Context: an optimization exercise on an open-source flow, tuned for small area, a short achievable clock period and few clock cycles per item. The choices shown serve that exercise and are no tape-out recipe. Function was checked by simulation only, so behaviour that the tests miss may differ from the original.

// bc5_block_decoder
module bc5_block_decoder (
    input  wire         clk,
    input  wire         rst,
    input  wire         in_valid,
    output wire         in_ready,
    input  wire [63:0]  in_red,
    input  wire [63:0]  in_green,
    input  wire         in_normal,
    output wire         out_valid,
    input  wire         out_ready,
    output wire [383:0] out_rgb
);
    function [24:0] rne24;
        input [23:0] m;
        input        g;
        input        st;
        begin
            rne24 = {1'b0, m} + {24'd0, g & (st | m[0])};
        end
    endfunction
    function [30:0] f_prod;
        input [7:0] a;
        input [2:0] w;
        reg [2:0]  p;
        reg [7:0]  ar;
        reg [24:0] m0;
        reg [26:0] pp;
        reg [23:0] mt;
        reg        g, st;
        reg [5:0]  e;
        reg [24:0] r;
        integer k;
        begin
            p = 3'd0;
            for (k = 0; k < 8; k = k + 1)
                if (a[k]) p = k[2:0];
            ar = (a << (3'd7 - p)) | (a >> (p + 3'd1));
            m0 = {1'b0, ar, ar, ar} + 25'd1;
            pp = (w[0] ? {2'b00, m0} : 27'd0) + (w[1] ? {1'b0, m0, 1'b0} : 27'd0)
               + (w[2] ? {m0, 2'b00} : 27'd0);
            if (pp[26]) begin
                mt = pp[26:3]; g = pp[2]; st = |pp[1:0]; e = {3'd0, p} + 6'd27;
            end else if (pp[25]) begin
                mt = pp[25:2]; g = pp[1]; st = pp[0];    e = {3'd0, p} + 6'd26;
            end else if (pp[24]) begin
                mt = pp[24:1]; g = pp[0]; st = 1'b0;     e = {3'd0, p} + 6'd25;
            end else begin
                mt = pp[23:0]; g = 1'b0;  st = 1'b0;     e = {3'd0, p} + 6'd24;
            end
            r = rne24(mt, g, st);
            if (r[24]) begin
                mt = 24'h800000; e = e + 6'd1;
  ...
==> flow/config.mk <==
export PLATFORM = sky130hd
export DESIGN_NAME = bc5_block_decoder
export DESIGN_NICKNAME = bc5_block_decoder
export VERILOG_FILES = /design/flow/design.v
export SDC_FILE = /design/flow/constraint.sdc
export NUM_CORES = 4
export LEC_CHECK = 0
export ABC_AREA = 1
export CAP_MARGIN = 60
export CORE_MARGIN = 2
export CORE_UTILIZATION = 40
export SLEW_MARGIN = 85
==> flow/constraint.sdc <==
create_clock -name core_clock -period 16.0 [get_ports {clk}]
set_input_delay 3.2000 -clock core_clock [delete_from_list [all_inputs] [get_ports {clk}]]
set_output_delay 3.2000 -clock core_clock [all_outputs]
set_load 0.01 [all_outputs]
run.sh (not shown) runs the stock make flow with config.mk's settings and CLKGATE_MAP_FILE= SYNTH_SCRIPT=/design/flow/synth_recipe.tcl, a recipe that flattens the netlist after the stock synthesis.
Testbench counts at the start, summed over its fixed seeds: cycles 7,848, items 480.
==> next run, changes <==
CAP_MARGIN = 40   (was 60)
SLEW_MARGIN = 60   (was 85)
Outcome: The changed run ran to the end with no violations; final cell count is lower by 3.5%; global-route usage is lower by 1.0 points; sequential cell count does not change; critical path depth is higher by 2; cell area is lower by 16%; worst hold slack gets better by 0.017 ns; maximum frequency is higher by 34%; worst setup slack gets better by 2.2 ns; via count is lower by 4.7%; wire length is lower by 5.8%; count of clock-buffer cells in the layout is lower by 15.

bc5_block_decoder, a different RTL version from the one above (not shown whole).
Size: roughly 18,000 cells after synthesis, about 2,400 flip-flops, roughly 140,000 um^2 of cells after synthesis.
make LEC_CHECK=0 ABC_AREA=1 CAP_MARGIN=40 CORE_MARGIN=2 CORE_UTILIZATION=40 PLACE_DENSITY=0.85 SLEW_MARGIN=60 finish   # period 16.0 ns
The baseline completed without violations.
Testbench counts at the start, summed over its fixed seeds: cycles 7,872, items 480.
Then changed:
Settings changed: PLACE_DENSITY 0.85 to 0.92.
Outcome:
- first-iteration DRC count climbs by 20%
- fmax climbs by 1.7%
- register-to-register slack loses 410 ps
- setup slack gains 110 ps
- clock skew climbs by 6.6 ps
- wire length climbs by 0.53%
- cell count hardly moves
- design area drops by 0.32%
- sequential share of layout area climbs by 0.12 points
Then changed:
Settings changed: PLACE_DENSITY 0.92 to 0.75.
Effect: Global-route usage grows by 0.41 points; clock-buffer cell count increases by 2; final area increases by 0.35%; fmax goes up by 11%.
Then changed:
Settings changed: PLACE_DENSITY 0.75 to unset.
Routed wire length went down slightly.
Cell area went up slightly.
Area after synthesis is unchanged.
Sequential share of layout area went down by 0.16 points.
Non-clock buffer count went down by 10.
Global-route usage hardly moves.
Via count went down by a few percent.
Synthesized cell count is unchanged.

-- what the ideal ports hide --
No port has a modelled driver above. Below, the same layouts with a new extraction and two added sets of constraints. Step 1 assumes that a clkbuf_16 drives the clock port and a buf_2 every other input. Step 2, shift: input delay + t, output delay - t, t = (earliest + latest rising clock arrival at the registers) / 2. This alone moves slack from input paths to output paths. Slacks: ideal ports / drivers / drivers and shift; pairs: ideal ports / drivers.
run | t (ns) | slack for setup (ns) | worst slew at a driven data input, ns | pins driven straight from the clock port
the first run of note 1 | 1.002 | 7.273 / 7.273 / 7.273 | 0.10 | 1
the second run of note 1 | 1.002 | 9.498 / 9.498 / 9.435 | 0.10 | 1
the first run of note 2 | 1.002 | 9.589 / 9.668 / 8.667 | 0.08 | 1
the second run of note 2 | 1.010 | 9.699 / 9.699 / 8.821 | 0.08 | 1
the third run of note 2 | 1.012 | 10.348 / 10.341 / 9.461 | 0.06 | 1
the fourth run of note 2 | 0.970 | 10.224 / 10.251 / 9.331 | 0.07 | 1
After both steps setup and hold are still met in every run listed. The setup slack of the first run of note 2, which loses most, moves by +0.079 ns with the drivers and by -0.922 ns with both steps.
